This design comes from an exercise in tuning for small area, a short achievable clock period and few clock cycles per item on the open sky130 flow, not from production work. Function was checked by simulation only, so behaviour that the tests miss may differ from the original.

**design/flow/design.v**
```verilog
module sha256_k (
    input  wire [5:0]  t,
    output reg  [31:0] k
);
    always @(*) begin
        case (t)
            6'd0: k = 32'h428a2f98;
            6'd1: k = 32'h71374491;
            6'd2: k = 32'hb5c0fbcf;
            6'd3: k = 32'he9b5dba5;
            6'd4: k = 32'h3956c25b;
            6'd5: k = 32'h59f111f1;
            6'd6: k = 32'h923f82a4;
            6'd7: k = 32'hab1c5ed5;
            6'd8: k = 32'hd807aa98;
            6'd9: k = 32'h12835b01;
            6'd10: k = 32'h243185be;
            6'd11: k = 32'h550c7dc3;
            6'd12: k = 32'h72be5d74;
            6'd13: k = 32'h80deb1fe;
            6'd14: k = 32'h9bdc06a7;
            6'd15: k = 32'hc19bf174;
            6'd16: k = 32'he49b69c1;
            6'd17: k = 32'hefbe4786;
            6'd18: k = 32'h0fc19dc6;
            6'd19: k = 32'h240ca1cc;
            6'd20: k = 32'h2de92c6f;
            6'd21: k = 32'h4a7484aa;
            6'd22: k = 32'h5cb0a9dc;
            6'd23: k = 32'h76f988da;
            6'd24: k = 32'h983e5152;
            6'd25: k = 32'ha831c66d;
            6'd26: k = 32'hb00327c8;
            6'd27: k = 32'hbf597fc7;
            6'd28: k = 32'hc6e00bf3;
            6'd29: k = 32'hd5a79147;
            6'd30: k = 32'h06ca6351;
            6'd31: k = 32'h14292967;
            6'd32: k = 32'h27b70a85;
            6'd33: k = 32'h2e1b2138;
            6'd34: k = 32'h4d2c6dfc;
            6'd35: k = 32'h53380d13;
            6'd36: k = 32'h650a7354;
            6'd37: k = 32'h766a0abb;
            6'd38: k = 32'h81c2c92e;
            6'd39: k = 32'h92722c85;
            6'd40: k = 32'ha2bfe8a1;
            6'd41: k = 32'ha81a664b;
            6'd42: k = 32'hc24b8b70;
            6'd43: k = 32'hc76c51a3;
            6'd44: k = 32'hd192e819;
            6'd45: k = 32'hd6990624;
            6'd46: k = 32'hf40e3585;
            6'd47: k = 32'h106aa070;
            6'd48: k = 32'h19a4c116;
            6'd49: k = 32'h1e376c08;
            6'd50: k = 32'h2748774c;
            6'd51: k = 32'h34b0bcb5;
            6'd52: k = 32'h391c0cb3;
            6'd53: k = 32'h4ed8aa4a;
            6'd54: k = 32'h5b9cca4f;
            6'd55: k = 32'h682e6ff3;
            6'd56: k = 32'h748f82ee;
            6'd57: k = 32'h78a5636f;
            6'd58: k = 32'h84c87814;
            6'd59: k = 32'h8cc70208;
            6'd60: k = 32'h90befffa;
            6'd61: k = 32'ha4506ceb;
            6'd62: k = 32'hbef9a3f7;
            6'd63: k = 32'hc67178f2;
            default: k = 32'h00000000;
        endcase
    end
endmodule
module sha256_core (
    input  wire         clk,
    input  wire         rst,         
    input  wire         in_valid,
    output wire         in_ready,
    input  wire         in_init,
    input  wire [511:0] in_block,    
    output wire         out_valid,
    input  wire         out_ready,
    output wire [255:0] out_digest   
);
    localparam [255:0] IV = {32'h6a09e667, 32'hbb67ae85, 32'h3c6ef372, 32'ha54ff53a,
                             32'h510e527f, 32'h9b05688c, 32'h1f83d9ab, 32'h5be0cd19};
    reg [255:0] o_q;                  
    reg [31:0]  a, b, c, d, e, f, g, h;
    reg [511:0] w_q;                  
    reg [31:0]  kw_q;                 
    reg [5:0]   t_q;                  
    reg         run_q;                
    reg         pend_q;               
    reg         zb_q;                 
    reg         iv_q;                 
    reg         hiv_q;                
    reg         out_v_q;
    assign in_ready   = !run_q && !(pend_q && out_v_q);
    assign out_valid  = out_v_q;
    assign out_digest = o_q;
    wire accept = in_valid && in_ready;
    wire o_free = !out_v_q || out_ready;
    wire [5:0]  kidx = run_q ? t_q + 6'd1 : 6'd0;
    wire [31:0] kt;
    sha256_k u_k (.t(kidx), .k(kt));
    wire [31:0] w_next0 = run_q ? w_q[479:448] : in_block[511:480];
    wire [31:0] kw_next = kt + w_next0;
    wire [31:0] s1 = {e[5:0], e[31:6]} ^ {e[10:0], e[31:11]} ^ {e[24:0], e[31:25]};
    wire [31:0] ch = g ^ (e & (f ^ g));
    wire [31:0] s0 = {a[1:0], a[31:2]} ^ {a[12:0], a[31:13]} ^ {a[21:0], a[31:22]};
    wire [31:0] mj = (a & b) | (c & (a | b));
    wire [31:0] e1s = d ^ h ^ kw_q;
    wire [31:0] e1c = {((d & h) | (d & kw_q) | (h & kw_q)), 1'b0} ;
    wire [31:0] e2s = e1s ^ e1c ^ ch;
    wire [31:0] e2c = {((e1s & e1c) | (e1s & ch) | (e1c & ch)), 1'b0};
    wire [31:0] e3s = e2s ^ e2c ^ s1;
    wire [31:0] e3c = {((e2s & e2c) | (e2s & s1) | (e2c & s1)), 1'b0};
    wire [31:0] e_new = e3s + e3c;
    wire [31:0] a1s = h ^ kw_q ^ ch;
    wire [31:0] a1c = {((h & kw_q) | (h & ch) | (kw_q & ch)), 1'b0};
    wire [31:0] a2s = s0 ^ s1 ^ mj;
    wire [31:0] a2c = {((s0 & s1) | (s0 & mj) | (s1 & mj)), 1'b0};
    wire [31:0] a3s = a1s ^ a1c ^ a2s;
    wire [31:0] a3c = {((a1s & a1c) | (a1s & a2s) | (a1c & a2s)), 1'b0};
    wire [31:0] a4s = a3s ^ a3c ^ a2c;
    wire [31:0] a4c = {((a3s & a3c) | (a3s & a2c) | (a3c & a2c)), 1'b0};
    wire [31:0] a_new = a4s + a4c;
    wire [31:0] w0  = w_q[511:480];
    wire [31:0] w1  = w_q[479:448];
    wire [31:0] w9  = w_q[223:192];
    wire [31:0] w14 = w_q[63:32];
    wire [31:0] ls0 = {w1[6:0], w1[31:7]} ^ {w1[17:0], w1[31:18]} ^ (w1 >> 3);
    wire [31:0] ls1 = {w14[16:0], w14[31:17]} ^ {w14[18:0], w14[31:19]} ^ (w14 >> 10);
    wire [31:0] m1s = w0 ^ w9 ^ ls0;
    wire [31:0] m1c = {((w0 & w9) | (w0 & ls0) | (w9 & ls0)), 1'b0};
    wire [31:0] m2s = m1s ^ m1c ^ ls1;
    wire [31:0] m2c = {((m1s & m1c) | (m1s & ls1) | (m1c & ls1)), 1'b0};
    wire [31:0] wnew = m2s + m2c;
    wire [255:0] base = zb_q ? 256'd0 : (iv_q ? IV : o_q);
    wire [255:0] st   = {a, b, c, d, e, f, g, h};
    wire [255:0] sum;
    genvar i;
    generate
        for (i = 0; i < 8; i = i + 1) begin : g_fin
            assign sum[32*i +: 32] = base[32*i +: 32] + st[32*i +: 32];
        end
    endgenerate
    wire         sel_iv = hiv_q || (accept && in_init);
    wire [255:0] ld     = sel_iv ? IV : sum;
    always @(posedge clk) begin
        if (run_q) begin
            {a, b, c, d, e, f, g, h} <= {a_new, a, b, c, e_new, e, f, g};
            w_q <= {w_q[479:0], wnew};
        end else begin
            {a, b, c, d, e, f, g, h} <= ld;
            w_q <= in_block;
        end
        kw_q <= kw_next;
        t_q  <= run_q ? t_q + 6'd1 : 6'd0;
        if (!run_q && pend_q && o_free)
            o_q <= sum;
    end
    always @(posedge clk) begin
        if (rst) begin
            run_q   <= 1'b0;
            pend_q  <= 1'b0;
            out_v_q <= 1'b0;
            hiv_q   <= 1'b1;
            zb_q    <= 1'b0;
            iv_q    <= 1'b0;
        end else begin
            if (out_v_q && out_ready)
                out_v_q <= 1'b0;
            if (run_q) begin
                if (t_q == 6'd63) begin
                    run_q  <= 1'b0;
                    pend_q <= 1'b1;
                end
            end else begin
                if (pend_q && o_free) begin
                    pend_q  <= 1'b0;
                    out_v_q <= 1'b1;
                end
                zb_q <= 1'b1;
                if (accept) begin
                    run_q <= 1'b1;
                    zb_q  <= 1'b0;
                    iv_q  <= sel_iv;
                    hiv_q <= 1'b0;
                end
            end
        end
    end
endmodule
```
**design/flow/run.sh**
```bash
#!/bin/bash
# synth_recipe.tcl (not shown) runs the flow's synth.tcl, then flattens the netlist and writes it again
# the make line also repeats each setting of config.mk as NAME=value (left out here)
make -C /OpenROAD-flow-scripts/flow DESIGN_CONFIG=/design/flow/config.mk WORK_HOME=/design/flow/orfs CLKGATE_MAP_FILE= SYNTH_SCRIPT=/design/flow/synth_recipe.tcl finish
```
**design/flow/config.mk**
```make
export PLATFORM = sky130hd
export DESIGN_NAME = sha256_core
export DESIGN_NICKNAME = sha256_core
export VERILOG_FILES = /design/flow/design.v
export SDC_FILE = /design/flow/constraint.sdc
export NUM_CORES = 4
export LEC_CHECK = 0
export CAP_MARGIN = 20
export CORE_MARGIN = 2
export CORE_UTILIZATION = 40
export SLEW_MARGIN = 20
```
**design/flow/constraint.sdc**
```tcl
create_clock -name core_clock -period 8.0 [get_ports {clk}]
set_input_delay 1.6000 -clock core_clock [delete_from_list [all_inputs] [get_ports {clk}]]
set_output_delay 1.6000 -clock core_clock [all_outputs]
set_load 0.01 [all_outputs]
```
==> run summary <==
- After synthesis the cells add up to 64800 µm².
- The die height is 406 µm.
- The count of final max-slew check failures was 0.
- The routed design has 264 mm of wire.
- The share of async-settable or async-resettable flops after synthesis is 0%.
- For flop-to-flop paths, the worst setup slack is 1.83 ns.
- At the end of the flow, the number of nets in the layout was 8321.
- TritonCTS built the clock tree.
- The overflow left after global routing is 0.
- The number of global-route vias before repair came to 52200.
- After detailed routing, the number of remaining DRC violations is 0.
- The signal on the critical path passes through buf_4 > nand2_4 > buf_4 > o21ai_0 > nand3_1 > o22ai_1 > ha_1 > o21a_1 > o31a_1 > o31ai_1 > a21boi_0 > a21oi_1 > o31ai_1 > buf_4 > o31a_1 > nand4_1 > a31oi_1 > o211ai_1.
- The HPWL after detailed placement is 209 mm.
- The worst path needs 6.17 ns of the cycle, external delays included.
- The number of buffers created by CTS is 130.
- The clock-pin slew on the worst setup and hold paths is 0.06 ns.
- The headroom to the max-slew limit is 15.2%.
- The worst hold path class is register to register.
- Timing analysis after detailed placement gives a worst setup slack of 1.89 ns.
- The critical path startpoint category is a register.
- The proportion of layout cells with a drive suffix above 1 is 12.0%.
- The highest signal layer in the routed design is met5.
- After synthesis, the netlist uses 86 different library cells.
- The detailed router put a total of 101 mm of wire on met1.
- The worst register-to-register path ends at kw_q[30]$_DFF_P_.
- The total via count after detailed routing is 52100.
- The clock net in this run drives a total of 1068 sinks.
- After technology mapping, the gate count stands at 6408.
- Summed over all failing endpoints, the final setup total negative slack is 0 ns.
- Row generation in the floorplan step produced 147 rows.
- The flow ran to the end and the layout has no timing, DRC or antenna violations.
- The number of synthesized register bits is 1068.
- The count of buffers added on input and output ports is 774.
- A synthesized cell averages 10.1 µm².
- Synthesis produced a netlist with a net count of 7601.
- The setup path with the least slack is of type register to register.
- The worst path meets setup with 1.83 ns of slack.
- The startpoint of the most critical register-to-register path is run_q$_SDFF_PP0_.
- The number of antenna violations at the first check in global routing came to 14.
- The clock tree synthesis step divided the H-tree into 4 levels.
- The met3 wire length is 16.0 mm.
- Wire segments on met2 add up to 130 mm in the final route.
- Counting instances, the worst hold path has a depth of 1.
- Clock latency on the worst-skew pair, taken at its later pin, is 0.79 ns.
- The final number of setup-violating endpoints is 0.
- At the pin with the least slew margin, the transition time is 1.27 ns.
- The part of the cycle the worst path needs is 77.1%.
- The slowest library cell on the worst path is sky130_fd_sc_hd__dfxtp_4.
- The area enclosed by the die boundary is 165000 µm².
- Static timing analysis puts the maximum clock frequency at 0.162 GHz.
- The number of cells traversed by the worst register-to-register path is 18.
- For this run, the slowest stage of the critical path takes 0.87 ns.
- Before antenna repair, the detailed router went through 6 iterations.
- The count of warnings emitted by yosys is 2.
- The kind of end point of the critical path is a register.
- Relative to the synthesized area, the layout overhead comes to 23.0%.
- The core region is 161000 µm².
- The origin of the worst min-delay path is w_q[254]$_DFF_P_.
- Summing all non-filler instances in the final layout gives an area of 79600 µm².
- The number of max-cap violations is 0.
- Hold repair after CTS inserted 0 buffers.
- At the worst endpoint, the required time is 8.69 ns.
- From left edge to right edge, the die measures 406 µm.
- Entering global routing, the biggest net connects 151 pins.
- Hold timing on the final database bottoms out at a slack of 0.441 ns.
- Summing all placed instances gives a cell area of 75100 µm².
- Post-CTS repair changed the size of 0 cells.
- The maximum fanout count along the critical path is 72.
- The final-report hold violation count is 0.
- The vias per cell is 5.55.
- The number of synthesized flops with an enable pin is 256.
- The wire length of the first global-routing pass is 370 mm.
- Routability-driven placement finished with a final weighted congestion of 1.01.
- Counting the fill cells in the layout gives 15000.
- For the worst setup path, the data arrival time is 6.86 ns.
- The number of routed nets with antenna violations is 0.
- For the final database, setup skew stands at 0.0374 ns.
- The worst hold path terminates at w_q[286]$_DFF_P_.
- The maximum number of buffers from clock root to sink is 3.
- Setup repair after global routing left no endpoint under its margin.
- The most prevalent standard cell on the critical path is sky130_fd_sc_hd__buf_4.
- After clock tree synthesis, the setup repair step added 0 buffers.
- In the final routed layout, each cell accounts on average for 28.1 µm.
- Sequential cells were found to cover 37.0% of the synthesized design area.
- The total global-route track usage is 31.3%.
- For this block, the initial DRC count from the detailed router was 3924.
- Clock tree synthesis selected as its root buffer the cell sky130_fd_sc_hd__clkbuf_16.
- The prevailing post-synth register cell is sky130_fd_sc_hd__dfxtp_1.
- For this configuration, the core starts out at a cell density of 40.3%.
- The number of I/O pins is 775.
cells by family (layout without fill, tap and decap cells):
family / after synthesis / after routing / synth area share (%)
AO/OA/AOI/OAI: 1507 / 1507 / 15.8
other: 0 / 4 / 0
buffers and inverters: 726 / 1554 / 4.21
adder cells (fa/ha/maj): 677 / 677 / 16.4
multiplexers: 547 / 547 / 9.43
flip-flops: 1068 / 1068 / 37.0
XOR/XNOR: 583 / 583 / 7.88
AND/OR/NAND/NOR: 1300 / 1300 / 9.34
layer usage:
metal | GRT usage (%) | vias to the layer above
met2 | 54.3 | 2001
met5 | 0 | -
met1 | 36.5 | 25600
met3 | 5.40 | 498
li1 | - | 24000
met4 | 17.6 | 12
state kept, by name, summed over array words and instances (netlist names), 32 cells and up:
| register | flops |
|---|---|
| d | 32 |
| kw_q | 32 |
| b | 32 |
| f | 32 |
| a | 32 |
| w_q | 512 |
| e | 32 |
| h | 32 |
| c | 32 |
| o_q | 256 |
| g | 32 |
how the worst max path moves through the flow:
stage / from / slack, ns / depth (start not counted) / end
2_1_floorplan: out_ready / 2.72 / 2 / o_q[0]$_DFFE_PP_
3_3_place_gp: run_q$_SDFF_PP0_ / 1.83 / 18 / kw_q[26]$_DFF_P_
3_5_place_dp: run_q$_SDFF_PP0_ / 1.89 / 18 / kw_q[26]$_DFF_P_
4_1_cts: run_q$_SDFF_PP0_ / 1.87 / 18 / kw_q[26]$_DFF_P_
5_1_grt: run_q$_SDFF_PP0_ / 1.52 / 20 / kw_q[30]$_DFF_P_
6_report: run_q$_SDFF_PP0_ / 1.83 / 18 / kw_q[30]$_DFF_P_
placed cells by master (no fill, tap or decap), types with 94 or more instances in the layout:
| master | count |
|---|---|
| sky130_fd_sc_hd__clkdlybuf4s50_1 | 774 |
| sky130_fd_sc_hd__o22a_1 | 102 |
| sky130_fd_sc_hd__o21ai_0 | 265 |
| sky130_fd_sc_hd__nand2_1 | 259 |
| sky130_fd_sc_hd__buf_4 | 94 |
| sky130_fd_sc_hd__nor2_1 | 519 |
| sky130_fd_sc_hd__fa_1 | 286 |
| sky130_fd_sc_hd__clkbuf_16 | 131 |
| sky130_fd_sc_hd__mux2_2 | 504 |
| sky130_fd_sc_hd__ha_1 | 390 |
| sky130_fd_sc_hd__dfxtp_1 | 809 |
| sky130_fd_sc_hd__edfxtp_1 | 256 |
| sky130_fd_sc_hd__inv_1 | 431 |
| sky130_fd_sc_hd__and2_1 | 134 |
| sky130_fd_sc_hd__a21o_1 | 177 |
| sky130_fd_sc_hd__xnor2_1 | 414 |
| sky130_fd_sc_hd__xor2_1 | 169 |
| sky130_fd_sc_hd__a21oi_1 | 376 |
critical path: cells and delay by family (launching register included):
kind,cells,cell delay (ns)
AO/OA/AOI/OAI,11,2.53
AND/OR/NAND/NOR,3,0.80
buffers and inverters,3,1.44
flip-flops,1,0.87
adder cells (fa/ha/maj),1,0.39
final cells by class:
| type | count | area (µm²) | area share, % |
|---|---|---|---|
| multi-input combinational | 4614 | 38100 | 47.9 |
| sequential | 1068 | 24000 | 30.1 |
| timing repair buffer | 877 | 8630 | 10.8 |
| clock buffer | 176 | 3710 | 4.66 |
| tap | 2160 | 2700 | 3.39 |
| inverter | 437 | 1640 | 2.06 |
| clock inverter | 64 | 858 | 1.08 |
| antenna | 4 | 10.0 | 0.0126 |
synth_stat cells (46+ instances only):
cell	count	area (µm²)
sky130_fd_sc_hd__o22a_1	102	893
sky130_fd_sc_hd__nand3_1	75	375
sky130_fd_sc_hd__and2_1	134	838
sky130_fd_sc_hd__nand2b_1	46	288
sky130_fd_sc_hd__and3_1	51	319
sky130_fd_sc_hd__a21oi_1	376	1880
sky130_fd_sc_hd__dfxtp_1	812	16300
sky130_fd_sc_hd__o21a_1	70	526
sky130_fd_sc_hd__ha_1	390	4880
sky130_fd_sc_hd__o21ai_0	265	1330
sky130_fd_sc_hd__a22o_1	90	788
sky130_fd_sc_hd__nor2_1	520	1950
sky130_fd_sc_hd__a31oi_1	50	313
sky130_fd_sc_hd__clkbuf_1	268	1010
sky130_fd_sc_hd__mux2_2	504	5680
sky130_fd_sc_hd__nand2_1	260	976
sky130_fd_sc_hd__inv_1	432	1620
sky130_fd_sc_hd__a211oi_1	52	390
sky130_fd_sc_hd__a21o_1	177	1330
sky130_fd_sc_hd__nor3_1	76	380
sky130_fd_sc_hd__xnor2_1	414	3630
sky130_fd_sc_hd__fa_1	286	5730
sky130_fd_sc_hd__xor2_1	169	1480
sky130_fd_sc_hd__edfxtp_1	256	7690
metrics by stage:
| step | utilization [%] | instances |
|---|---|---|
| final | 49.5 | 9400 |
| after global routing | 49.5 | 9398 |
| after CTS | 49.5 | 9396 |
| after detailed placement | 46.7 | 9156 |
| after global placement | 46.7 | 9156 |
| after floorplan | - | 6408 |
Testbench counts, summed over its fixed seeds: cycles 78,016, items 1,200.

-- separate check: timing with driven ports --
The flow's constraints put no driver on any port. The routed layout listed below was extracted and timed again, unchanged, in two steps. Step 1: set_driving_cell puts a clkbuf_16 on clk and a buf_2 on each other input, an assumption about the parent block. Step 2 also shifts input and output timing later by t, the mid clock arrival at the registers, as if the neighbouring blocks saw the same clock. Slacks: ideal ports / drivers / drivers and shift; pairs: ideal ports / drivers.
t (ns): 0.873
setup slack, ns: 1.834 / 1.834 / 1.834
hold slack, ns: 0.441 / 0.441 / 0.441
clock arrival spread, ns: 0.039 / 0.039
worst register clock-pin slew, ns: 0.07 / 0.07
After both steps this run still meets setup and hold. For this run, drivers alone change the setup slack by 0.000 ns; drivers and shift together by 0.000 ns.
